This design comes from an exercise in tuning for small area, a short achievable clock period and few clock cycles on the open sky130 flow, not from production work.
Function was checked by simulation only, so behaviour that the tests miss may differ from the original.
Power and IR drop assume default switching activity.

===== flow/run.sh =====
#!/bin/bash
# synth_recipe.tcl (not shown) runs the flow's synth.tcl, then flattens the netlist and writes it again
# the make line also repeats each setting of config.mk as NAME=value (left out here)
make -C /OpenROAD-flow-scripts/flow DESIGN_CONFIG=/design/flow/config.mk WORK_HOME=/design/flow/orfs CLKGATE_MAP_FILE= SYNTH_SCRIPT=/design/flow/synth_recipe.tcl finish

===== flow/config.mk =====
export PLATFORM = sky130hd
export DESIGN_NAME = bfs
export DESIGN_NICKNAME = bfs
export VERILOG_FILES = /design/flow/design.v
export SDC_FILE = /design/flow/constraint.sdc
export NUM_CORES = 4
export LEC_CHECK = 0
export CAP_MARGIN = 20
export CORE_MARGIN = 2
export CORE_UTILIZATION = 55
export CTS_CLUSTER_DIAMETER = 90
export CTS_CLUSTER_SIZE = 20
export PLACE_DENSITY = 0.65
export SETUP_SLACK_MARGIN = 5
export SLEW_MARGIN = 20

===== flow/constraint.sdc =====
create_clock -name core_clock -period 10.0 [get_ports {clk}]
set_input_delay 2.0000 -clock core_clock [delete_from_list [all_inputs] [get_ports {clk}]]
set_output_delay 2.0000 -clock core_clock [all_outputs]
set_load 0.01 [all_outputs]

===== flow/design.v =====
module bfs (
    input             clk,
    input             rst,
    input             cmd_valid,
    output            cmd_ready,
    input      [31:0] cmd_data,
    output reg        out_valid,
    input             out_ready,
    output reg  [3:0] out_tag,
    output reg        out_last,
    output reg [31:0] out_data
);
    localparam [3:0] T_DESYNC   = 4'd1;
    localparam [3:0] T_CSUMERR  = 4'd2;
    localparam [3:0] T_ANOMALY  = 4'd3;
    localparam [3:0] T_OVERREQ  = 4'd4;
    localparam [3:0] T_ENCINV   = 4'd5;
    localparam [3:0] T_ILLEGAL  = 4'd6;
    localparam [3:0] T_PACKET   = 4'd8;
    localparam [3:0] T_TX       = 4'd9;
    localparam [3:0] T_CSUM     = 4'd10;
    localparam [3:0] T_HIST     = 4'd11;
    localparam [3:0] T_CODE     = 4'd12;
    localparam integer S_IDLE = 0;    
    localparam integer S_RD0  = 1;    
    localparam integer S_RD   = 2;    
    localparam integer S_SEG  = 3;    
    localparam integer S_POP  = 4;    
    localparam integer S_STK  = 5;    
    localparam integer S_FB0  = 6;    
    localparam integer S_FBR  = 7;    
    localparam integer S_FBW  = 8;    
    localparam integer S_COLL = 9;    
    localparam integer S_RD2  = 10;   
    localparam integer S_POP2 = 11;   
    localparam integer S_RD1  = 12;   
    localparam integer S_FB1  = 13;   
    localparam integer NS     = 14;
    localparam integer QW = 4;        
    localparam integer QN = 1 << QW;
    function in_wl;
        input [7:0] b;
        in_wl = (b == 8'h00) || (b == 8'h3F) || (b == 8'h50) ||
                (b == 8'h68) || (b == 8'h80) || (b == 8'hBF);
    endfunction
    function [2:0] wl_idx;
        input [7:0] b;
        wl_idx = (b == 8'h3F) ? 3'd1 : (b == 8'h50) ? 3'd2 : (b == 8'h68) ? 3'd3 :
                 (b == 8'h80) ? 3'd4 : (b == 8'hBF) ? 3'd5 : 3'd0;
    endfunction
    function [7:0] wl_val;
        input [2:0] i;
        case (i)
        3'd1:    wl_val = 8'h3F;
        3'd2:    wl_val = 8'h50;
        3'd3:    wl_val = 8'h68;
        3'd4:    wl_val = 8'h80;
        3'd5:    wl_val = 8'hBF;
        default: wl_val = 8'h00;
        endcase
    endfunction
    function in_len;
        input [7:0] b;
        in_len = (b >= 8'd2) && (b <= 8'd126);
    endfunction
    function [7:0] sub255;
        input [7:0] a;
        input [8:0] b;
        reg   [9:0] t;
        begin
            t = {2'b00, a} - {1'b0, b};
            sub255 = t[9] ? (t[7:0] + 8'd255) : t[7:0];
        end
    endfunction
    function [7:0] addm2;
        input [7:0] a;
        input [7:0] b;
        reg   [9:0] t;
        begin
            t = {2'b00, a} + {2'b00, b} + 10'd253;
            addm2 = (t >= 10'd510) ? (t - 10'd510) : (t >= 10'd255) ? (t - 10'd255) : t[7:0];
        end
    endfunction
    function [7:0] add255;
        input [7:0] a;
        input [7:0] b;
        reg   [8:0] t;
        begin
            t = {1'b0, a} + {1'b0, b};
            add255 = (t >= 9'd255) ? (t - 9'd255) : t[7:0];
        end
    endfunction
    function [7:0] inc255;
        input [7:0] a;
        inc255 = (a == 8'd254) ? 8'd0 : a + 8'd1;
    endfunction
    reg [7:0] HB  [0:254];    
    reg [7:0] PAY [0:127];    
    reg [7:0] CB0 [0:63];
    reg [7:0] CB1 [0:62];
    reg [7:0] CB2 [0:62];
    reg [7:0] CB3 [0:62];
    reg        sk_v, crdy;
    reg [31:0] sk_d;
    reg        d_v;
    reg [31:0] d_w;
    reg        f_feed, f_dres, f_happ, f_hrd, f_hov, f_hz, f_cod, f_enc, f_dbn,
               f_ds0, f_ds1, f_ill, f_wl, f_len, f_nz1, f_nz2, f_nz3, f_ale2, f_alt2;
    reg [7:0]  f_x4;
    reg [2:0]  f_wli;
    wire       tk;                        
    assign cmd_ready = crdy;
    wire        fire = cmd_valid && crdy;
    wire [31:0] iw   = sk_v ? sk_d : cmd_data;
    wire        dload = !d_v || tk;
    reg rst_r;
    always @(posedge clk) rst_r <= rst;
    always @(posedge clk) begin
        if (rst) begin
            d_v  <= 1'b0;
            sk_v <= 1'b0;
            crdy <= 1'b0;
        end else if (rst_r) begin
            d_v  <= 1'b0;
            sk_v <= 1'b0;
            crdy <= 1'b1;
        end else begin
            if (dload) begin
                d_v  <= sk_v || fire;
                sk_v <= 1'b0;
                crdy <= 1'b1;
            end else if (fire) begin
                sk_v <= 1'b1;
                crdy <= 1'b0;
            end else begin
                crdy <= !sk_v;
            end
        end
        if (!sk_v)
            sk_d <= cmd_data;
        if (dload) begin
            d_w    <= iw;
            f_feed <= iw[31:24] == 8'h01 && iw[23:8] == 16'd0;
            f_dres <= iw[31:24] == 8'h02 && iw[23:0] == 24'd0;
            f_happ <= iw[31:24] == 8'h03 && iw[23:8] == 16'd0;
            f_hrd  <= iw[31:24] == 8'h04 && iw[23:16] == 8'd0;
            f_hov  <= iw[15:8] != 8'd0;
            f_hz   <= iw[7:0] == 8'd0;
            f_cod  <= iw[31:24] == 8'h05 || iw[31:24] == 8'h06;
            f_enc  <= iw[31:24] == 8'h06;
            f_dbn  <= iw[31:24] == 8'h07 && iw[23:16] == 8'd0;
            f_ds0  <= iw[15:0] == 16'h3210;
            f_ds1  <= iw[15:0] == 16'h3211;
            f_ill  <= !((iw[31:24] == 8'h01 && iw[23:8] == 16'd0) ||
                        (iw[31:24] == 8'h02 && iw[23:0] == 24'd0) ||
                        (iw[31:24] == 8'h03 && iw[23:8] == 16'd0) ||
                        (iw[31:24] == 8'h04 && iw[23:16] == 8'd0) ||
                        iw[31:24] == 8'h05 || iw[31:24] == 8'h06 ||
                        (iw[31:24] == 8'h07 && iw[23:16] == 8'd0));
            f_ale2 <= iw[23:16] <= 8'd2;
            f_alt2 <= iw[23:16] <  8'd2;
            f_wl   <= in_wl(iw[7:0]);
            f_wli  <= wl_idx(iw[7:0]);
            f_len  <= in_len(iw[7:0]);
            f_nz1  <= iw[15:8]  != 8'd0;
            f_nz2  <= iw[23:16] != 8'd0;
            f_nz3  <= iw[31:24] != 8'd0;
            f_x4   <= iw[7:0] ^ iw[15:8] ^ iw[23:16] ^ iw[31:24];
        end
    end
    reg        e_v;
    reg [3:0]  e_tag;
    reg        e_last;
    reg [22:0] e_data;
    reg [3:0]  q_tag  [0:QN-1];
    reg        q_last [0:QN-1];
    reg [22:0] q_data [0:QN-1];
    reg [QW:0] q_wp, q_rp;                
    wire       s_empty = (q_wp == q_rp);
    reg        hv;
    reg [3:0]  h_tag;
    reg        h_last;
    reg [22:0] h_data;
    wire       q_empty = !hv;
    wire       pop;
    wire       hload = !hv || pop;            
    wire       byp   = hload && s_empty && e_v;   
    reg        room;                      
    wire [QW:0] q_cnt  = q_wp - q_rp;
    wire        h_pkt  = (h_tag == T_PACKET) && !h_last;
    wire        h_tx   = (h_tag == T_TX);
    wire        h_hist = (h_tag == T_HIST) && !h_last;
    localparam [3:0] O_NONE = 4'd0, O_PKT = 4'd1, O_TXL = 4'd2, O_TXD = 4'd3,
                     O_TXB = 4'd4, O_TXC = 4'd5, O_HRD = 4'd6, O_HIST = 4'd7,
                     O_HRD2 = 4'd8, O_HRD1 = 4'd9;
    reg [3:0]  o_st;
    reg [6:0]  o_idx;         
    reg [6:0]  o_nx;          
    reg [15:0] onx_oh;        
    reg [7:0]  ppf;           
    reg [7:0]  cnx;           
    reg [15:0] cnx_oh;        
    reg [7:0]  cpf;           
    reg [7:0]  o_rem;         
    reg        ill_busy;      
    reg [31:0] ill_w;
    reg        tx_busy;       
    reg        pb_d;          
    reg        hist_busy;     
    reg [7:0]  hpf;           
    reg        rd_d;          
    reg [7:0]  hz;            
    reg        hz0;
    wire       adv = !out_valid || out_ready;
    reg [NS-1:0] st;
    reg [3:0]  P;             
    reg        pz;            
    reg [6:0]  pleft;         
    reg [6:0]  pi;            
    reg [6:0]  pw;            
    reg [6:0]  pfree;         
    reg [7:0]  avail;         
    reg        av0;           
    reg        ab_pend;       
    reg [6:0]  ab_n;
    reg [2:0]  SRC, DST;      
    reg [7:0]  LEN, acc;
    reg        CLEAN;
    reg [7:0]  HW;
    reg [7:0]  ra;            
    reg [15:0] ra_oh;         
    reg [7:0]  rd_a;          
    reg [7:0]  hs_r;          
    reg [7:0]  pf;            
    reg [7:0]  cnt;           
    reg [8:0]  D;             
    reg        rd_rw;         
    reg [7:0]  sp, spm1;      
    reg        sp_nz;
    reg        ev2_pend;      
    reg        ev2_hist;
    reg [7:0]  ev2_x;
    reg        DBV, DBC1;     
    reg        c_enc;
    reg [7:0]  c_s, c_l, c_d, c_acc;
    reg [5:0]  c_k;           
    reg [5:0]  c_left;        
    reg        c_last;        
    reg [2:0]  c_z;           
    wire [7:0] hw_inc = inc255(HW);
    wire [7:0] ra_inc = inc255(ra);
    wire [7:0] hbq;
    wire [7:0] cbq;
    reg  [7:0] hq, cq;
    reg        hq_v, cq_v;
    reg  [1:0] ts;            
    wire        live   = st[S_IDLE];
    wire [7:0]  x      = live ? d_w[7:0] : pf;
    wire        wl_x   = live ? f_wl  : in_wl(pf);
    wire        len_x  = live ? f_len : in_len(pf);
    wire [2:0]  wli_x  = live ? f_wli : wl_idx(pf);
    wire        is_pay = P[3] && !pz;
    wire        ck_ok  = (x == acc);
    wire        rej_ck = P[3] && pz && !ck_ok;
    wire        good   = P[3] && pz && ck_ok;
    wire        rej0   = P[0] && !wl_x;
    wire        rejh   = (P[1] && !len_x) || (P[2] && !wl_x);
    wire [7:0] rd_op_a = rd_rw ? ra : HW;
    wire [8:0] rd_op_b = {1'b0, LEN} + {8'd0, rd_rw};
    wire [8:0] rd_d0   = {1'b0, rd_op_a} - rd_op_b;
    wire [8:0] rd_d1   = {1'b0, rd_op_a} + {~rd_op_b[7:0]};    
    wire        cnt_is1  = (cnt == 8'd1);
    wire        dplus_ok = (D + {1'b0, LEN}) <= 9'd255;
    wire eg      = !ev2_pend;
    wire hb_full = hist_busy && hz0;
    wire idle_v  = st[S_IDLE] && d_v && eg;
    wire bok     = room && !(is_pay && av0) && !hb_full;
    wire feed_go = idle_v && f_feed && bok;
    wire seg_go  = st[S_SEG] && eg && bok;
    wire stk_go  = st[S_STK] && eg && bok;
    wire consume = feed_go || seg_go || stk_go;
    wire cmd_go  = idle_v && room &&
                   ((f_cod && !tx_busy) || (f_ill && !ill_busy) ||
                    ((f_hrd || f_dres) && !hist_busy) ||
                    (f_happ && !hb_full) || f_dbn);
    wire coll_bad = (c_z[0] && f_nz1) || (c_z[1] && f_nz2) || (c_z[2] && f_nz3);
    wire coll_go = st[S_COLL] && d_v && eg && room && !(c_last && coll_bad && ill_busy);
    assign tk = feed_go || cmd_go || coll_go;
    wire dbsup   = DBV && ((f_ds0 && !DBC1) || (f_ds1 && DBC1));
    wire k_ev2   = ev2_pend && room;
    wire k_rej0  = consume && rej0;
    wire k_rejh  = consume && rejh;
    wire k_rejc  = consume && rej_ck;
    wire k_good  = consume && good;
    wire k_ill   = cmd_go && f_ill;
    wire k_hrd   = cmd_go && f_hrd;
    wire k_cod   = cmd_go && f_cod && f_ale2;
    wire k_dbn   = cmd_go && f_dbn && !dbsup;
    wire k_coll  = coll_go && c_last;
    wire ev = k_ev2 || k_rej0 || k_rejh || k_rejc || k_good ||
              k_ill || k_hrd || k_cod || k_dbn || k_coll;
    wire [7:0] cs0   = d_w[15:8] ^ d_w[23:16] ^ d_w[7:0];
    wire [7:0] c_fin = c_acc ^ f_x4;
    wire [7:0] hs    = sub255(HW, {1'b0, d_w[7:0]});
    wire [3:0] t_cod  = !f_enc ? T_CSUM : f_alt2 ? T_ENCINV : T_TX;
    wire [3:0] t_coll = coll_bad ? T_ILLEGAL : !c_enc ? T_CSUM : T_TX;
    wire [3:0] ev_tag =
        ({4{k_ev2}}  & (ev2_hist ? T_HIST : T_DESYNC)) |
        ({4{k_rej0}} & (CLEAN ? T_ANOMALY : T_DESYNC)) |
        ({4{k_rejh}} & T_DESYNC) |
        ({4{k_rejc}} & T_CSUMERR) |
        ({4{k_good}} & T_PACKET) |
        ({4{k_ill}}  & T_ILLEGAL) |
        ({4{k_hrd}}  & (f_hov ? T_OVERREQ : T_HIST)) |
        ({4{k_cod}}  & t_cod) |
        ({4{k_dbn}}  & T_CODE) |
        ({4{k_coll}} & t_coll);
    wire ev_last = !((k_good && LEN != 8'd2) ||
                     (k_hrd && !f_hov && !f_hz) ||
                     (k_cod && f_enc && !f_alt2) ||
                     (k_coll && !coll_bad && c_enc));
    wire [23:0] ev_data_w =
        ({24{k_ev2 && !ev2_hist}}     & {16'd0, ev2_x}) |
        ({24{k_rej0}}                 & {16'd0, x}) |
        ({24{k_rejh}}                 & {14'd0, P[2], P[1], x}) |
        ({24{k_rejc}}                 & {1'b0, LEN[6:0], acc, x}) |
        ({24{k_good}}                 & {11'd0, SRC, DST, LEN[6:0] - 7'd2}) |
        ({24{k_hrd && f_hov}}         & {8'd0, d_w[15:0]}) |
        ({24{k_hrd && !f_hov}}        & {8'd0, hs, d_w[7:0]}) |
        ({24{k_cod && !f_enc}}        & {16'd0, cs0}) |
        ({24{k_cod && f_enc}}         & {16'd0, d_w[23:16]}) |
        ({24{k_dbn}}                  & {8'd0, d_w[15:0]}) |
        ({24{k_coll && !coll_bad}}    & {16'd0, c_fin});
    wire [7:0] cn  = (d_w[23:16] > 8'd2) ? (d_w[23:16] - 8'd2) : 8'd0;
    wire [8:0] ct9 = {1'b0, cn} + 9'd3;
    wire [6:0] ct  = ct9[8:2];
    always @(posedge clk) begin
        e_v <= ev;
        if (ev) begin
            e_tag  <= ev_tag;
            e_last <= ev_last;
            e_data <= ev_data_w[22:0];
        end
        if (rst_r) begin
            st       <= {{(NS-1){1'b0}}, 1'b1};
            P        <= 4'b0001;
            CLEAN    <= 1'b0;
            HW       <= 8'd0;
            DBV      <= 1'b0;
            sp       <= 8'd0;
            spm1     <= 8'hFF;
            sp_nz    <= 1'b0;
            pfree    <= 7'd0;
            ev2_pend <= 1'b0;
            ab_pend  <= 1'b0;
            e_v      <= 1'b0;
        end else if (ev2_pend) begin
            if (room) ev2_pend <= 1'b0;
        end else begin
            ab_pend <= 1'b0;
            if (consume) begin
                HW     <= hw_inc;
                if (P[0]) begin
                    if (wl_x) begin
                        SRC <= wli_x; acc <= x; P <= 4'b0010;
                    end else begin
                        CLEAN <= 1'b0;
                        if (CLEAN) begin
                            ev2_pend <= 1'b1;
                            ev2_hist <= 1'b0;
                            ev2_x    <= x;
                        end
                    end
                end
                if (P[1]) begin
                    if (len_x) begin
                        LEN <= x; acc <= acc ^ x; P <= 4'b0100;
                        pleft <= x[6:0] - 7'd2;
                        pz    <= (x == 8'd2);
                    end else begin
                        CLEAN <= 1'b0; P <= 4'b0001;
                    end
                end
                if (P[2]) begin
                    if (wl_x) begin
                        DST <= wli_x; acc <= acc ^ x; P <= 4'b1000;
                        pi <= 7'd0; pw <= pfree;
                    end else begin
                        CLEAN <= 1'b0; P <= 4'b0001;
                    end
                end
                if (P[3]) begin
                    if (!pz) begin
                        pw    <= pw + 7'd1;
                        pi    <= pi + 7'd1;
                        pleft <= pleft - 7'd1;
                        pz    <= (pleft == 7'd1);
                        acc   <= acc ^ x;
                    end else if (ck_ok) begin
                        P <= 4'b0001; CLEAN <= 1'b1; pfree <= pw;
                    end else begin
                        P <= 4'b0001; CLEAN <= 1'b0;
                        ab_pend <= 1'b1; ab_n <= pi;
                    end
                end
            end
            if (feed_go && rej_ck) begin
                rd_rw <= 1'b0;
                st <= (1 << S_RD0);
            end
            if (cmd_go) begin
                if (f_dres) begin
                    if (P[3]) begin ab_pend <= 1'b1; ab_n <= pi; end
                    P  <= 4'b0001;
                    HW <= 8'd0;
                end
                if (f_happ)
                    HW <= hw_inc;
                if (f_hrd && f_hov) begin
                    ev2_pend <= 1'b1;
                    ev2_hist <= 1'b1;
                end
                if (f_cod) begin
                    c_enc  <= f_enc;
                    c_s    <= d_w[15:8];
                    c_l    <= d_w[23:16];
                    c_d    <= d_w[7:0];
                    c_acc  <= cs0;
                    c_k    <= 6'd0;
                    c_left <= ct[5:0] - 6'd1;
                    c_last <= (ct == 7'd1);
                    c_z    <= (cn[1:0] == 2'd1) ? 3'b111 :
                              (cn[1:0] == 2'd2) ? 3'b110 :
                              (cn[1:0] == 2'd3) ? 3'b100 : 3'b000;
                    if (!f_ale2) st <= (1 << S_COLL);
                end
                if (f_dbn) begin
                    if (dbsup) begin
                        DBV <= 1'b0;
                    end else begin
                        DBV <= f_ds0 || f_ds1;
                        if (f_ds0 || f_ds1) DBC1 <= f_ds1;
                    end
                end
            end
            if (st[S_RD0] && !hist_busy) begin
                rd_a <= rd_d0[8] ? rd_d1[7:0] : rd_d0[7:0];
                cnt <= rd_rw ? cnt + LEN : LEN;
                D   <= rd_rw ? D + {1'b0, LEN} : {1'b0, LEN};
                st  <= (1 << S_RD1);
            end
            if (st[S_RD1])
                st <= (1 << S_RD);
            if (st[S_RD])
                st <= (1 << S_RD2);
            if (st[S_RD2]) begin
                pf <= hbq;
                st <= (1 << S_SEG);
            end
            if (seg_go) begin
                pf  <= hq_v ? hq : hbq;
                cnt <= cnt - 8'd1;
                if (rej_ck) begin
                    if (cnt_is1) begin
                        rd_rw <= 1'b0;
                        st    <= (1 << S_RD0);
                    end else if (dplus_ok) begin
                        rd_rw <= 1'b1;
                        st    <= (1 << S_RD0);
                    end else begin
                        st <= (1 << S_FB0);
                    end
                end else if (cnt_is1) begin
                    st <= sp_nz ? (1 << S_POP) : (1 << S_IDLE);
                end
            end
            if (st[S_POP])
                st    <= (1 << S_POP2);
            if (st[S_POP2]) begin
                pf    <= cbq;
                sp    <= spm1;
                spm1  <= spm1 - 8'd1;
                sp_nz <= (spm1 != 8'd0);
                st    <= (1 << S_STK);
            end
            if (stk_go) begin
                if (rej_ck) begin
                    rd_rw <= 1'b0;
                    st    <= (1 << S_RD0);
                end else begin
                    st <= sp_nz ? (1 << S_POP) : (1 << S_IDLE);
                end
            end
            if (st[S_FB0]) begin
                rd_a <= addm2(ra, cnt);
                st <= (1 << S_FB1);
            end
            if (st[S_FB1]) begin
                st <= (1 << S_FBR);
            end
            if (st[S_FBR])
                st <= (1 << S_FBW);
            if (st[S_FBW] && !tx_busy) begin
                sp     <= sp + 8'd1;
                spm1   <= sp;
                sp_nz  <= 1'b1;
                cnt    <= cnt - 8'd1;
                if (cnt_is1) begin
                    rd_rw <= 1'b0;
                    st    <= (1 << S_RD0);
                end else begin
                    st <= (1 << S_FBR);
                end
            end
            if (coll_go) begin
                c_acc  <= c_fin;
                c_k    <= c_k + 6'd1;
                c_left <= c_left - 6'd1;
                c_last <= (c_left == 6'd1);
                if (c_last) st <= (1 << S_IDLE);
            end
        end
        if (pop && h_hist)
            hs_r <= h_data[15:8];
    end
    wire       e_ok = !rst_r && eg;
    wire [7:0] ra_n = (e_ok && (st[S_RD1] || st[S_FB1])) ? rd_a :
                      (e_ok && st[S_FBW] && !tx_busy) ? ((ra == 8'd0) ? 8'd254 : ra - 8'd1) :
                      (o_st == O_HRD) ? hs_r :
                      ((e_ok && (st[S_RD] || st[S_RD2])) || (seg_go && !rej_ck) ||
                       o_st == O_HRD1 || o_st == O_HRD2 || (adv && o_st == O_HIST)) ? ra_inc : ra;
    always @(posedge clk) begin
        ra    <= ra_n;
        ra_oh <= 16'd1 << ra_n[3:0];
    end
    wire hb_we   = consume || (cmd_go && f_happ);
    wire pay_we  = consume && is_pay;
    wire cb_push = st[S_FBW] && !tx_busy && eg;
    wire cb_coll = coll_go && c_enc;
    wire stk_pop = st[S_POP2] && eg && !rst_r;
    reg        hb_we_r, pay_we_r;
    reg [7:0]  hb_wa_r, hb_wd_r, pay_wd_r;
    reg [6:0]  pay_wa_r;
    reg [3:0]  cb_we_r;
    reg [5:0]  cb_wi_r;
    reg [31:0] cb_wd_r;
    always @(posedge clk) begin
        hb_we_r  <= hb_we;
        hb_wa_r  <= HW;
        hb_wd_r  <= x;
        pay_we_r <= pay_we;
        pay_wa_r <= pw;
        pay_wd_r <= x;
        cb_we_r  <= cb_push ? (4'b0001 << sp[1:0]) :
                    cb_coll ? ((c_k == 6'd63) ? 4'b0001 : 4'b1111) : 4'b0000;
        cb_wi_r  <= cb_push ? sp[7:2] : c_k;
        cb_wd_r  <= cb_push ? {4{hbq}} : d_w;
        if (hb_we_r)    HB[hb_wa_r]   <= hb_wd_r;
        if (pay_we_r)   PAY[pay_wa_r] <= pay_wd_r;
        if (cb_we_r[0]) CB0[cb_wi_r]  <= cb_wd_r[7:0];
        if (cb_we_r[1]) CB1[cb_wi_r]  <= cb_wd_r[15:8];
        if (cb_we_r[2]) CB2[cb_wi_r]  <= cb_wd_r[23:16];
        if (cb_we_r[3]) CB3[cb_wi_r]  <= cb_wd_r[31:24];
    end
    wire hist_set = k_hrd && !f_hov && !f_hz && !rst_r;
    always @(posedge clk) begin
        if (hist_set) begin
            hz  <= 8'd255 - d_w[7:0];
            hz0 <= (d_w[7:0] == 8'd255);
        end else if (hb_we && !rd_d) begin
            hz  <= hz - 8'd1;
            hz0 <= (hz == 8'd1);
        end else if (!hb_we && rd_d) begin
            hz  <= hz + 8'd1;
            hz0 <= 1'b0;
        end
    end
    always @(posedge clk) begin
        if (rst_r) begin
            avail <= 8'd128;
            av0   <= 1'b0;
        end else if (ab_pend) begin
            avail <= avail + {1'b0, ab_n} + {7'd0, pb_d};
            av0   <= (avail + {1'b0, ab_n} + {7'd0, pb_d}) == 8'd0;
        end else if (pay_we && !pb_d) begin
            avail <= avail - 8'd1;
            av0   <= (avail == 8'd1);
        end else if (!pay_we && pb_d) begin
            avail <= avail + 8'd1;
            av0   <= 1'b0;
        end
    end
    always @(posedge clk) begin
        if (e_v && !byp) begin
            q_tag[q_wp[QW-1:0]]  <= e_tag;
            q_last[q_wp[QW-1:0]] <= e_last;
            q_data[q_wp[QW-1:0]] <= e_data;
        end
        if (hload) begin
            if (!s_empty) begin
                h_tag  <= q_tag[q_rp[QW-1:0]];
                h_last <= q_last[q_rp[QW-1:0]];
                h_data <= q_data[q_rp[QW-1:0]];
            end else begin
                h_tag  <= e_tag;
                h_last <= e_last;
                h_data <= e_data;
            end
        end
        if (rst_r) begin
            q_wp <= 0;
            q_rp <= 0;
            hv   <= 1'b0;
            room <= 1'b1;
        end else begin
            if (e_v && !byp) q_wp <= q_wp + 1'b1;
            if (hload && !s_empty) q_rp <= q_rp + 1'b1;
            if (hload) hv <= !s_empty || e_v;
            room <= ({1'b0, q_cnt} + hv + e_v) <= QN - 1;
        end
    end
    reg [7:0] hg [0:15];      
    function [7:0] hb_grp;
        input [3:0] k;
        integer j;
        begin
            hb_grp = 8'd0;
            for (j = 0; j < 16; j = j + 1)
                if (!(k == 4'd15 && j == 15))
                    hb_grp = hb_grp | ({8{ra_oh[j]}} & HB[{k, j[3:0]}]);
        end
    endfunction
    reg [3:0] rh;
    reg [7:0] cg [0:15];      
    function [7:0] cb_grp;
        input [1:0] l;
        input [1:0] g;
        integer j;
        begin
            cb_grp = 8'd0;
            for (j = 0; j < 16; j = j + 1)
                if (l == 2'd0)
                    cb_grp = cb_grp | ({8{cnx_oh[j]}} & CB0[{g, j[3:0]}]);
                else if (!(g == 2'd3 && j == 15))
                    cb_grp = cb_grp | ({8{cnx_oh[j]}} &
                             ((l == 2'd1) ? CB1[{g, j[3:0]}] :
                              (l == 2'd2) ? CB2[{g, j[3:0]}] : CB3[{g, j[3:0]}]));
        end
    endfunction
    wire tx_on    = (o_st == O_TXL) || (o_st == O_TXD) || (o_st == O_TXB);
    wire [7:0] cnx_n = rst_r ? 8'd0 :
                       ((adv && o_st == O_TXB) || ts != 2'd0) ? cnx + 8'd1 :
                       stk_pop ? spm1 - 8'd1 :
                       cb_push ? sp :
                       (tx_on || sp_nz) ? cnx : 8'd0;
    always @(posedge clk) begin
        cnx    <= cnx_n;
        cnx_oh <= 16'd1 << cnx_n[5:2];
    end
    reg [7:0] cnd;
    integer gi;
    always @(posedge clk) begin
        for (gi = 0; gi < 16; gi = gi + 1) begin
            hg[gi] <= hb_grp(gi[3:0]);
        end
        for (gi = 0; gi < 4; gi = gi + 1) begin
            cg[gi]      <= cb_grp(2'd0, gi[1:0]);
            cg[4 + gi]  <= cb_grp(2'd1, gi[1:0]);
            cg[8 + gi]  <= cb_grp(2'd2, gi[1:0]);
            cg[12 + gi] <= cb_grp(2'd3, gi[1:0]);
        end
        rh  <= ra[7:4];
        cnd <= cnx;
    end
    assign hbq = hg[rh];
    assign cbq = cg[{cnd[1:0], cnd[7:6]}];
    wire hs_take  = seg_go || (adv && o_st == O_HIST);
    wire hs_stall = (st[S_SEG] && !seg_go) || (o_st == O_HIST && !adv);
    always @(posedge clk) begin
        if ((st[S_RD0] && !hist_busy) || o_st == O_HRD2 || hs_take)
            hq_v <= 1'b0;
        else if (hs_stall && !hq_v) begin
            hq   <= hbq;
            hq_v <= 1'b1;
        end
    end
    wire tx_take  = adv && o_st == O_TXB;
    always @(posedge clk) begin
        if (rst_r)
            ts <= 2'd0;
        else if (pop && h_tx)
            ts <= 2'd2;
        else if (ts != 2'd0)
            ts <= ts - 2'd1;
        if (ts == 2'd1 || tx_take)
            cq_v <= 1'b0;
        else if (ts == 2'd0 && tx_on && !cq_v) begin
            cq   <= cbq;
            cq_v <= 1'b1;
        end
    end
    assign pop = adv && (o_st == O_NONE) && !q_empty;
    wire pay_beat = adv && (o_st == O_PKT);
    function [7:0] pay_grp;
        input [2:0] g;
        integer j;
        begin
            pay_grp = 8'd0;
            for (j = 0; j < 16; j = j + 1)
                pay_grp = pay_grp | ({8{onx_oh[j]}} & PAY[{g, j[3:0]}]);
        end
    endfunction
    always @(posedge clk) begin
        if (rst_r) begin
            o_idx <= 7'd0;
            o_nx  <= 7'd1;
        end else if (pay_beat) begin
            o_idx <= o_nx;
            o_nx  <= o_nx + 7'd1;
        end
        onx_oh <= rst_r ? 16'd2 : pay_beat ? (16'd1 << (o_nx[3:0] + 4'd1)) : (16'd1 << o_nx[3:0]);
        ppf <= (pay_beat && !(pay_we_r && pay_wa_r == o_nx)) ? pay_grp(o_nx[6:4]) :
               (pay_beat || (pay_we_r && pay_wa_r == o_idx)) ? pay_wd_r : ppf;
    end
    always @(posedge clk) begin
        if (rst_r) begin
            out_valid <= 1'b0;
            o_st      <= O_NONE;
            tx_busy   <= 1'b0;
            ill_busy  <= 1'b0;
            hist_busy <= 1'b0;
            rd_d      <= 1'b0;
            pb_d      <= 1'b0;
        end else begin
            pb_d <= pay_beat;
            rd_d <= (o_st == O_HRD2) || (adv && o_st == O_HIST);
            if (hist_set) hist_busy <= 1'b1;
            if (ev && ev_tag == T_TX) tx_busy <= 1'b1;
            if (ev && ev_tag == T_ILLEGAL)
                ill_busy <= 1'b1;
            if (!ill_busy)
                ill_w <= d_w;
            if (pop && h_tag == T_ILLEGAL) ill_busy <= 1'b0;
            if (o_st == O_HRD)
                o_st <= O_HRD1;
            if (o_st == O_HRD1)
                o_st <= O_HRD2;
            if (o_st == O_HRD2) begin
                hpf  <= hbq;
                o_st <= O_HIST;
            end
            if (ts == 2'd1)
                cpf <= cbq;
            if (adv) begin
                case (o_st)
                O_NONE: begin
                    out_valid <= !q_empty;
                    out_tag   <= h_tag;
                    out_last  <= h_last;
                    if (h_tag == T_ILLEGAL)
                        out_data <= ill_w;
                    else if (h_tx)
                        out_data <= {24'd0, c_s};
                    else if (h_tag == T_HIST)
                        out_data <= {24'd0, h_data[7:0]};
                    else if (h_tag == T_PACKET)
                        out_data <= {8'd0, wl_val(h_data[12:10]), wl_val(h_data[9:7]),
                                     1'b0, h_data[6:0]};
                    else
                        out_data <= {9'd0, h_data};
                    o_rem <= h_tx ? c_l - 8'd2 :
                             (h_tag == T_HIST) ? h_data[7:0] : {1'b0, h_data[6:0]};
                    if (!q_empty) begin
                        if (h_pkt)  o_st <= O_PKT;
                        if (h_tx)   o_st <= O_TXL;
                        if (h_hist) o_st <= O_HRD;
                    end
                end
                O_PKT: begin
                    out_valid <= 1'b1;
                    out_tag   <= T_PACKET;
                    out_data  <= {24'd0, ppf};
                    out_last  <= (o_rem == 8'd1);
                    o_rem     <= o_rem - 8'd1;
                    if (o_rem == 8'd1) o_st <= O_NONE;
                end
                O_TXL: begin
                    out_valid <= 1'b1;
                    out_tag   <= T_TX;
                    out_data  <= {24'd0, c_l};
                    out_last  <= 1'b0;
                    o_st      <= O_TXD;
                end
                O_TXD: begin
                    out_valid <= 1'b1;
                    out_tag   <= T_TX;
                    out_data  <= {24'd0, c_d};
                    out_last  <= 1'b0;
                    o_st      <= (o_rem == 8'd0) ? O_TXC : O_TXB;
                end
                O_TXB: begin
                    out_valid <= 1'b1;
                    out_tag   <= T_TX;
                    out_data  <= {24'd0, cpf};
                    out_last  <= 1'b0;
                    cpf       <= cq_v ? cq : cbq;
                    o_rem     <= o_rem - 8'd1;
                    if (o_rem == 8'd1) o_st <= O_TXC;
                end
                O_TXC: begin
                    out_valid <= 1'b1;
                    out_tag   <= T_TX;
                    out_data  <= {24'd0, c_acc};
                    out_last  <= 1'b1;
                    o_st      <= O_NONE;
                    tx_busy   <= 1'b0;
                end
                O_HRD, O_HRD1, O_HRD2: begin
                    out_valid <= 1'b0;
                end
                default: begin   
                    out_valid <= 1'b1;
                    out_tag   <= T_HIST;
                    out_data  <= {24'd0, hpf};
                    out_last  <= (o_rem == 8'd1);
                    hpf       <= hq_v ? hq : hbq;
                    o_rem     <= o_rem - 8'd1;
                    if (o_rem == 8'd1) begin
                        o_st      <= O_NONE;
                        hist_busy <= 1'b0;
                    end
                end
                endcase
            end
        end
        if (rst)
            out_valid <= 1'b0;
    end
endmodule

==> impl_metrics.prom, run 1 <==
# TYPE chip_impl_metric gauge
chip_impl_metric{name="synth.distinct_cells",unit=""} 100
chip_impl_info{name="r2r_start",value="rd_rw"} 1
chip_impl_metric{name="synth-edff-count",unit=""} 5935
chip_impl_metric{name="number_of_nets_with_antenna_violations_after_detailed_routing",unit=""} 0
chip_impl_metric{name="first_global_vias",unit=""} 130543
chip_impl_metric{name="finish.instance_area",unit="µm²"} 261000
chip_impl_metric{name="switching_share_of_total_power",unit=""} 0.234
chip_impl_metric{name="power_switching",unit="mW"} 11.7
chip_impl_metric{name="leakage",unit="nW"} 79.8
chip_impl_metric{name="max-clock-path-buffers",unit=""} 4
chip_impl_metric{name="drv_slew",unit=""} 0
chip_impl_metric{name="ioPinCount",unit=""} 75
chip_impl_metric{name="clkSlewWorstSetupHoldPaths",unit="ns"} 0.09
chip_impl_metric{name="average_instance_area_after_synthesis",unit="µm²"} 17.6
chip_impl_metric{name="place.gp.congestion",unit=""} 0.961
chip_impl_metric{name="seq_area_frac_synth",unit=""} 0.777
chip_impl_metric{name="synth_warnings",unit=""} 3
chip_impl_info{name="crit_path_top_delay_cell",value="edfxtp_1"} 1
chip_impl_metric{name="fin_nets",unit=""} 13816
chip_impl_info{name="critPathKind",value="register to register"} 1
chip_impl_metric{name="cell_internal_pwr",unit="mW"} 38.2
chip_impl_info{name="synth.top_cells.by_count",value="5,935 x edfxtp_1, 1,025 x nor2_1, 962 x a221oi_1, 947 x a22o_1, 683 x clkbuf_1"} 1
chip_impl_metric{name="grt_remaining_overflow",unit=""} 0
chip_impl_metric{name="vdd_ir_drop_max",unit="mV"} 0.172
chip_impl_metric{name="worst_skew_pair.late_latency",unit="ns"} 1.02
chip_impl_metric{name="grt_antenna_before_repair",unit=""} 26
chip_impl_metric{name="power_per_cell_area",unit="nW/µm²"} 191
chip_impl_info{name="synth_largest_area_cell",value="edfxtp_1"} 1
chip_impl_metric{name="worstPathMaxFanout",unit=""} 13
chip_impl_metric{name="drc",unit=""} 0
chip_impl_metric{name="fmax",unit="MHz"} 227
chip_impl_metric{name="worst_clock_skew",unit="ns"} 0.0642
chip_impl_metric{name="timing.critical_path.arrival",unit="ns"} 5.12
chip_impl_metric{name="rows",unit=""} 244
chip_impl_metric{name="dr.pass1.iters",unit=""} 7
chip_impl_info{name="critical_path.cell_chain",value="ha_1 > ha_1 > and3_1 > nand3_1 > xor2_1 > ha_1 > or2_2 > a21oi_1 > o21ai_0 > and2_1 > a311o_1 > a31oi_1 > nand2b_1 > xnor2_1 > mux2i_1"} 1
chip_impl_metric{name="drt-initial-drc-count",unit=""} 20143
chip_impl_metric{name="max_cap_viol_count",unit=""} 0
chip_impl_metric{name="drive_gt1_frac",unit=""} 0.101
chip_impl_info{name="rsz0062_at_grt",value="false"} 1
chip_impl_metric{name="tightestPinTransition",unit="ns"} 1.23
chip_impl_metric{name="fp.dieH",unit="µm"} 669
chip_impl_info{name="critical_path.startpoint_type",value="register"} 1
chip_impl_metric{name="min_period_over_period",unit=""} 0.441
chip_impl_metric{name="grt.total_usage",unit=""} 0.297
chip_impl_info{name="timing.hold.worst.class",value="register to register"} 1
chip_impl_metric{name="routed_wire_length_per_instance",unit="µm"} 34.2
chip_impl_metric{name="cts.repair.resized",unit=""} 0
chip_impl_metric{name="reg2reg_slack",unit="ns"} 5.59
chip_impl_metric{name="clock_tree.htree_level_count",unit=""} 5
chip_impl_metric{name="syn_inst",unit=""} 13830
chip_impl_metric{name="finalHoldViolations",unit=""} 0
chip_impl_metric{name="grt_max_degree",unit=""} 212
chip_impl_info{name="end_point_of_the_worst_hold_path",value="cnd[6]"} 1
chip_impl_info{name="crit_path_end_kind",value="register"} 1
chip_impl_info{name="most_frequent_cell_after_synthesis",value="edfxtp_1"} 1
chip_impl_metric{name="postSynthNetCount",unit=""} 13987
chip_impl_info{name="main_flop_type_after_synthesis",value="edfxtp_1"} 1
chip_impl_metric{name="full_die_area",unit="µm²"} 448000
chip_impl_metric{name="rr_worst_depth",unit=""} 15
chip_impl_metric{name="post-dp-hpwl",unit="µm"} 412000
chip_impl_metric{name="whs_path_depth",unit=""} 0
chip_impl_metric{name="sequentialPowerShare",unit=""} 0.619
chip_impl_info{name="crit_path_start",value="rd_rw"} 1
chip_impl_metric{name="synth-seq-cells",unit=""} 6473
chip_impl_metric{name="area_growth",unit="%"} 7.37
chip_impl_metric{name="power.combinational.fraction",unit=""} 0.069
chip_impl_metric{name="slew_headroom",unit=""} 0.179
chip_impl_info{name="regToRegEndpoint",value="rd_a[5]"} 1
chip_impl_metric{name="hold_slack",unit="ns"} 0.442
chip_impl_metric{name="cts_hold_buffers",unit=""} 0
chip_impl_metric{name="tritoncts.num_buffers",unit=""} 364
chip_impl_metric{name="wire_length_of_the_first_global_routing_pass",unit="µm"} 957000
chip_impl_metric{name="required",unit="ns"} 10.72
chip_impl_info{name="cts_tree",value="done"} 1
chip_impl_metric{name="synth_top_cell_area_share",unit=""} 0.733
chip_impl_info{name="worst_path_most_repeated_cell",value="ha_1"} 1
chip_impl_metric{name="core_area",unit="µm²"} 441000
chip_impl_metric{name="port-buffer-count",unit=""} 74
chip_impl_metric{name="clock_power_share",unit=""} 0.312
chip_impl_metric{name="post_drt_via_cell_ratio",unit=""} 6.83
chip_impl_info{name="clk_root_buffer_cell",value="clkbuf_16"} 1
chip_impl_info{name="top_area_cells_in_the_synthesized_netlist",value="edfxtp_1 73%, dfxtp_1 4.4%, mux4_2 3.8%, a221oi_1 3.5%, a22o_1 3.4%"} 1
chip_impl_metric{name="floorplan.die.width",unit="µm"} 669
chip_impl_metric{name="timing.critical_path.slowest_cell_delay",unit="ns"} 0.75
chip_impl_metric{name="setup_tns",unit="ns"} 0
chip_impl_metric{name="finalSetupViolations",unit=""} 0
chip_impl_metric{name="dpl_cell_area",unit="µm²"} 250000
chip_impl_info{name="timing.hold.worst.start",value="cnx[6]"} 1
chip_impl_metric{name="synth_area",unit="µm²"} 243000
chip_impl_metric{name="via_count",unit=""} 135522
chip_impl_metric{name="wl",unit="µm"} 678000
chip_impl_metric{name="clock_sinks",unit=""} 6473
chip_impl_metric{name="synth-async-reset-ratio",unit=""} 0
chip_impl_metric{name="final.min_clock_period",unit="ns"} 4.41
chip_impl_metric{name="start_util",unit=""} 0.551
chip_impl_info{name="outcome",value="finished clean"} 1
==> layer usage <==
metal / routed length (µm) / GRT usage / up-vias
li1: - / - / 55939
met1: 264000 / 0.424 / 70371
met2: 316000 / 0.468 / 8036
met3: 72300 / 0.0570 / 1160
met4: 25600 / 0.0945 / 16
met5: 118 / 0 / -
==> area by class of cell <==
cell class / instances / area, µm²
Timing Repair Buffer: 294 / 2600
Clock inverter: 28 / 438
Tap cell: 5904 / 7390
Clock buffer: 600 / 10100
Inverter: 180 / 676
Multi-Input combinational cell: 6346 / 50700
Fill cell: 32054 / 180000
Sequential cell: 6473 / 189000
Antenna cell: 7 / 17.5
==> critical path: cells and delay by family, from the launching register on <==
kind | cells | cell delay [ns]
compound gates | 4 | 1.08
simple gates | 5 | 1.01
fa+ha+maj | 3 | 0.88
flops | 1 | 0.75
xor+xnor | 2 | 0.34
mux | 1 | 0.09
==> what timing repair did <==
action                                  CTS  global route
endpoints found under the hold margin     0             0
setup buffers                             0             1
endpoints found under the setup margin    0             2
==> power groups by stage <==
stage                     clock (mW)  combinational (mW)  sequential (mW)
after floorplan                    0                1.87             31.1
after global placement             0                3.31             31.5
after detailed placement           0                3.37             31.5
after CTS                       15.7                3.39             30.9
after global routing            16.6                3.59             30.9
final                           15.6                3.43             30.9
==> flip-flops by register name, indices dropped and copies added (netlist names), 64 cells and up, named ones only <==
register / cells
cg: 128
CB3: 504
hg: 128
CB0: 512
PAY: 1024
CB2: 504
q_tag: 64
CB1: 504
q_data: 368
HB: 2040
==> cells in the final DEF (no fill, tap or decap), types with 43 or more instances in the layout <==
master,synthesis,routed
mux2i_1,80,80
dfxtp_1,538,451
a22o_1,947,947
nand2b_1,45,45
nor3_1,98,87
a22oi_1,221,221
xnor2_1,156,156
dfxtp_4,0,61
nor2_1,1025,998
buf_4,1,202
nand2_1,458,457
clkbuf_1,683,230
and3_1,81,81
nor2b_1,47,47
mux2_2,195,195
o21ai_0,211,209
a21oi_1,241,240
inv_1,176,175
nand4_1,320,320
clkdlybuf4s50_1,0,74
clkbuf_16,0,368
a221oi_1,962,962
mux4_2,407,407
edfxtp_1,5935,5935
nand3_1,94,93
xor2_1,71,71
a31oi_1,43,43
ha_1,111,111
==> through the flow <==
stage / setup slack (ns) / std cells / power [mW] / utilization
6_report: 5.59 / 19832 / 49.9 / 0.592
3_3_place_gp: 4.75 / 19184 / 34.8 / 0.568
4_1_cts: 5.36 / 19816 / 49.9 / 0.592
5_1_grt: 5.29 / 19828 / 51.0 / 0.592
2_1_floorplan: 4.93 / 13830 / 33.0 / -
3_5_place_dp: 4.76 / 19188 / 34.9 / 0.568
==> worst max path at each step <==
stage / slack (ns) / cells after the start / to
after floorplan: 4.93 / 8 / q_data[3][0]
after global placement: 4.75 / 11 / q_wp[4]
after detailed placement: 4.76 / 11 / q_wp[4]
after CTS: 5.36 / 15 / rd_a[7]
after global routing: 5.29 / 14 / rd_a[7]
final: 5.59 / 15 / rd_a[5]
==> kinds of logic after synthesis <==
group | count (synthesis) | share of synthesized area
compound gates | 2965 | 0.0975
xor+xnor | 227 | 0.00817
fa+ha+maj | 121 | 0.00653
buf+inv | 1011 | 0.0158
flops | 6473 | 0.777
mux | 695 | 0.0508
simple gates | 2338 | 0.0444
Testbench counts, summed over its fixed seeds: cycles 147,444.
==> inputs of run 2 (changes only) <==
--- a/flow/config.mk
+++ b/flow/config.mk
@@ -8,8 +8,8 @@
 export CAP_MARGIN = 20
 export CORE_MARGIN = 2
 export CORE_UTILIZATION = 55
-export CTS_CLUSTER_DIAMETER = 90
-export CTS_CLUSTER_SIZE = 20
+export CTS_CLUSTER_DIAMETER = 100
+export CTS_CLUSTER_SIZE = 24
 export PLACE_DENSITY = 0.65
 export SETUP_SLACK_MARGIN = 5
 export SLEW_MARGIN = 20
==> run 2 against run 1 <==
Critical path type unchanged; global-route usage fell by 0.071 points; largest cell class unchanged; largest power group unchanged; clock power shrank 8%; still clean on timing, DRC and antenna; die area unchanged; via count shrank 0.52%.
==> impl_metrics.prom, run 2 <==
# TYPE chip_impl_metric gauge
chip_impl_metric{name="routed_wire_length_per_instance",unit="µm"} 34.2
chip_impl_info{name="cts_tree",value="done"} 1
chip_impl_metric{name="wire_length_of_the_first_global_routing_pass",unit="µm"} 954000
chip_impl_metric{name="timing.critical_path.slowest_cell_delay",unit="ns"} 0.77
chip_impl_info{name="crit_path_top_delay_cell",value="edfxtp_1"} 1
chip_impl_metric{name="power.total",unit="mW"} 48.7
chip_impl_metric{name="synth-async-reset-ratio",unit=""} 0
chip_impl_metric{name="tritoncts.num_buffers",unit=""} 309
chip_impl_metric{name="finish.instance_area",unit="µm²"} 260000
chip_impl_metric{name="drive_gt1_frac",unit=""} 0.0976
chip_impl_info{name="timing.hold.worst.class",value="register to register"} 1
chip_impl_metric{name="full_die_area",unit="µm²"} 448000
chip_impl_metric{name="timing.critical_path.arrival",unit="ns"} 5.12
chip_impl_metric{name="dr.pass1.iters",unit=""} 7
chip_impl_metric{name="post_drt_via_cell_ratio",unit=""} 6.82
chip_impl_metric{name="yosys.area_share.xor_xnor",unit=""} 0.00817
chip_impl_metric{name="grt_antenna_before_repair",unit=""} 26
chip_impl_info{name="critPathKind",value="register to register"} 1
chip_impl_metric{name="drv_slew",unit=""} 0
chip_impl_metric{name="grt_max_degree",unit=""} 212
chip_impl_metric{name="port-buffer-count",unit=""} 74
chip_impl_metric{name="setup_tns",unit="ns"} 0
chip_impl_metric{name="grt.met1_usage",unit=""} 0.424
chip_impl_metric{name="synth-compound-area-share",unit=""} 0.0975
chip_impl_info{name="crit_path_end_kind",value="register"} 1
chip_impl_info{name="r2r_start",value="rd_rw"} 1
chip_impl_info{name="rsz0062_at_grt",value="false"} 1
chip_impl_metric{name="max-clock-path-buffers",unit=""} 4
chip_impl_metric{name="grt_remaining_overflow",unit=""} 0
chip_impl_metric{name="synth-seq-cells",unit=""} 6473
chip_impl_metric{name="reg2reg_slack",unit="ns"} 5.57
chip_impl_metric{name="start_util",unit=""} 0.551
chip_impl_metric{name="clock_tree.htree_level_count",unit=""} 5
chip_impl_metric{name="clock_sinks",unit=""} 6473
chip_impl_metric{name="wl",unit="µm"} 677000
chip_impl_metric{name="power_per_cell_area",unit="nW/µm²"} 188
chip_impl_info{name="largest_register_by_flop_count",value="HB"} 1
chip_impl_metric{name="fin_nets",unit=""} 13764
chip_impl_metric{name="hold_slack",unit="ns"} 0.399
chip_impl_metric{name="finalSetupViolations",unit=""} 0
chip_impl_metric{name="slew_headroom",unit=""} 0.181
chip_impl_info{name="worst_path_most_repeated_cell",value="ha_1"} 1
chip_impl_info{name="endpoint",value="rd_a[5]"} 1
chip_impl_info{name="regToRegEndpoint",value="rd_a[5]"} 1
chip_impl_info{name="most_frequent_cell_after_synthesis",value="edfxtp_1"} 1
chip_impl_metric{name="cts_hold_buffers",unit=""} 0
chip_impl_metric{name="largest_reg_flops",unit=""} 2040
chip_impl_metric{name="syn_inst",unit=""} 13830
chip_impl_metric{name="synth.distinct_cells",unit=""} 100
chip_impl_metric{name="worst_skew_pair.late_latency",unit="ns"} 1.02
chip_impl_info{name="critical_path.startpoint_type",value="register"} 1
chip_impl_info{name="final_common_cell",value="edfxtp_1"} 1
chip_impl_metric{name="via_count",unit=""} 134823
chip_impl_metric{name="postSynthNetCount",unit=""} 13987
chip_impl_info{name="outcome",value="finished clean"} 1
chip_impl_metric{name="seq_area_frac_synth",unit=""} 0.777
chip_impl_metric{name="synth_top_cell_area_share",unit=""} 0.733
chip_impl_metric{name="clkSlewWorstSetupHoldPaths",unit="ns"} 0.11
chip_impl_info{name="crit_path_start",value="rd_rw"} 1
chip_impl_metric{name="min_period_over_period",unit=""} 0.443
chip_impl_metric{name="place.gp.congestion",unit=""} 0.961
chip_impl_metric{name="required",unit="ns"} 10.69
chip_impl_metric{name="ioPinCount",unit=""} 75
chip_impl_metric{name="first_global_vias",unit=""} 129761
chip_impl_metric{name="yosys.area_share.simple",unit=""} 0.0444
chip_impl_metric{name="post_synth_adder_cell_area",unit=""} 0.00653
chip_impl_metric{name="tightestPinTransition",unit="ns"} 1.22
chip_impl_metric{name="fp.dieH",unit="µm"} 669
chip_impl_metric{name="synth_warnings",unit=""} 3
chip_impl_metric{name="grt.total_usage",unit=""} 0.296
chip_impl_metric{name="core_area",unit="µm²"} 441000
chip_impl_metric{name="worst_clock_skew",unit="ns"} 0.0900
chip_impl_metric{name="floorplan.die.width",unit="µm"} 669
chip_impl_metric{name="leakage",unit="nW"} 79.2
chip_impl_info{name="top_usage_layer",value="met2"} 1
chip_impl_metric{name="max_cap_viol_count",unit=""} 0
chip_impl_info{name="main_flop_type_after_synthesis",value="edfxtp_1"} 1
chip_impl_metric{name="finalHoldViolations",unit=""} 0
chip_impl_metric{name="final.min_clock_period",unit="ns"} 4.43
chip_impl_metric{name="synth-edff-count",unit=""} 5935
chip_impl_info{name="top_area_cells_in_the_synthesized_netlist",value="edfxtp_1 73%, dfxtp_1 4.4%, mux4_2 3.8%, a221oi_1 3.5%, a22o_1 3.4%"} 1
chip_impl_metric{name="met3_usage",unit=""} 0.0518
chip_impl_info{name="synth_largest_area_cell",value="edfxtp_1"} 1
chip_impl_metric{name="drt-initial-drc-count",unit=""} 19807
chip_impl_metric{name="synthMuxAreaShare",unit=""} 0.0508
chip_impl_metric{name="average_instance_area_after_synthesis",unit="µm²"} 17.6
chip_impl_metric{name="area_growth",unit="%"} 6.81
chip_impl_metric{name="rows",unit=""} 244
chip_impl_info{name="critical_path.cell_chain",value="ha_1 > ha_1 > and3_1 > nand3_1 > xor2_1 > ha_1 > or2_2 > a21oi_1 > o21ai_0 > and2_1 > a311o_1 > a31oi_1 > nand2b_1 > xnor2_1 > mux2i_1"} 1
chip_impl_info{name="clk_root_buffer_cell",value="clkbuf_16"} 1
chip_impl_metric{name="dpl_cell_area",unit="µm²"} 250000
chip_impl_info{name="synth.top_cells.by_count",value="5,935 x edfxtp_1, 1,025 x nor2_1, 962 x a221oi_1, 947 x a22o_1, 683 x clkbuf_1"} 1
chip_impl_metric{name="number_of_nets_with_antenna_violations_after_detailed_routing",unit=""} 0
chip_impl_metric{name="post-dp-hpwl",unit="µm"} 412000
chip_impl_metric{name="met2_use_gr",unit=""} 0.469
chip_impl_metric{name="drc",unit=""} 0
chip_impl_metric{name="rr_worst_depth",unit=""} 15
chip_impl_info{name="top_regs",value="HB (2040), PAY (1024), CB0 (512)"} 1
chip_impl_metric{name="worstPathMaxFanout",unit=""} 13
chip_impl_metric{name="fmax",unit="MHz"} 226
chip_impl_info{name="layout_common_cells",value="5,935 x edfxtp_1, 998 x nor2_1, 962 x a221oi_1"} 1
chip_impl_metric{name="vdd_ir_drop_max",unit="mV"} 0.156
chip_impl_info{name="main_combinational_cell_family_by_area_after_synthesis",value="compound AO/OA/AOI/OAI gates"} 1
chip_impl_metric{name="synth_area",unit="µm²"} 243000
run 2: what timing repair did:
| action | in CTS | in global routing |
|---|---|---|
| resized for setup | 0 | 0 |
| setup endpoints to repair | 0 | 2 |
| setup buffers | 0 | 1 |
run 2: kinds of logic after synthesis:
group / count (synthesis)
xor gates and xnor gates: 227
adders and majority gates: 121
buffers and inverters: 1011
and+or+nand+nor: 2338
AOI/OAI and AO/OA: 2965
DFF: 6473
muxes: 695
run 2: worst min-delay path by stage:
stage,startpoint,endpoint,slack [ns],cells past startpoint
global route,cnx[0],cnd[0],0.43,0
floorplan,ra[6],rh[2],0.35,0
finish,cnx[1],cnd[1],0.40,0
detailed placement,cnx[7],cnd[7],0.40,0
CTS,cnx[1],cnd[1],0.42,0
global placement,cnx[7],cnd[7],0.40,0
run 2: cell type report:
type,count,area (µm²)
repair buffers,297,2630
multi-input cells,6346,50700
diodes,12,30.0
well taps,5904,7390
flip-flops and latches,6473,189000
inverters,180,676
clock buffers,527,8840
clock inverters,21,287
fillers,32130,181000
run 2: worst max-delay path, delay by kind of cell, from the launching register on:
kind,cells,cell delay [ns]
adders and majority gates,3,0.88
AOI/OAI and AO/OA,4,1.06
and+or+nand+nor,5,1.02
muxes,1,0.09
DFF,1,0.77
xor gates and xnor gates,2,0.34
run 2: per-stage QoR:
stage,worst slack (ns),cells,util
floorplan,4.93,13830,-
global placement,4.75,19184,0.568
detailed placement,4.76,19188,0.568
CTS,5.33,19736,0.588
global route,5.26,19750,0.589
finish,5.57,19760,0.589
run 2: metal layers:
metal | routed length [µm] | share of wire | up-vias
met5 | 80 | 0.00012 | -
met4 | 25200 | 0.037 | 14
met3 | 70200 | 0.10 | 1140
met2 | 316000 | 0.47 | 7859
met1 | 265000 | 0.39 | 70025
li1 | - | - | 55785
run 2: power by group:
group | switching [mW] | total [mW] | internal, mW
Sequential | 0.818 | 30.9 | 30.1
Combinational | 2.27 | 3.42 | 1.15
Clock | 8.28 | 14.4 | 6.14
Total | 11.4 | 48.7 | 37.4

-- afterwards: timing with drivers on the ports --
The results above use ideal ports. As a check the final layouts listed here were re-extracted and re-timed, cells and wires unchanged.
Step 1: set_driving_cell puts a clkbuf_16 on clk and a buf_2 on each other input, an assumption about the parent block.
Step 2 times the ports against the registers' clock, not the clock port: input delays grow and output delays shrink by t, the midpoint of the rising clock arrivals with the driver on.
Slacks: ideal ports / drivers / drivers and shift; pairs: ideal ports / drivers.
run | t (ns) | setup WS [ns] | clock arrival spread, ns
run 1 | 1.107 | 5.592 / 5.592 / 4.707 | 0.077 / 0.077
run 2 | 1.086 | 5.573 / 5.573 / 4.742 | 0.094 / 0.094
After both steps setup and hold are still met in every run listed. For run 1, which loses most, drivers alone change the setup slack by 0.000 ns; drivers and shift together by -0.885 ns.
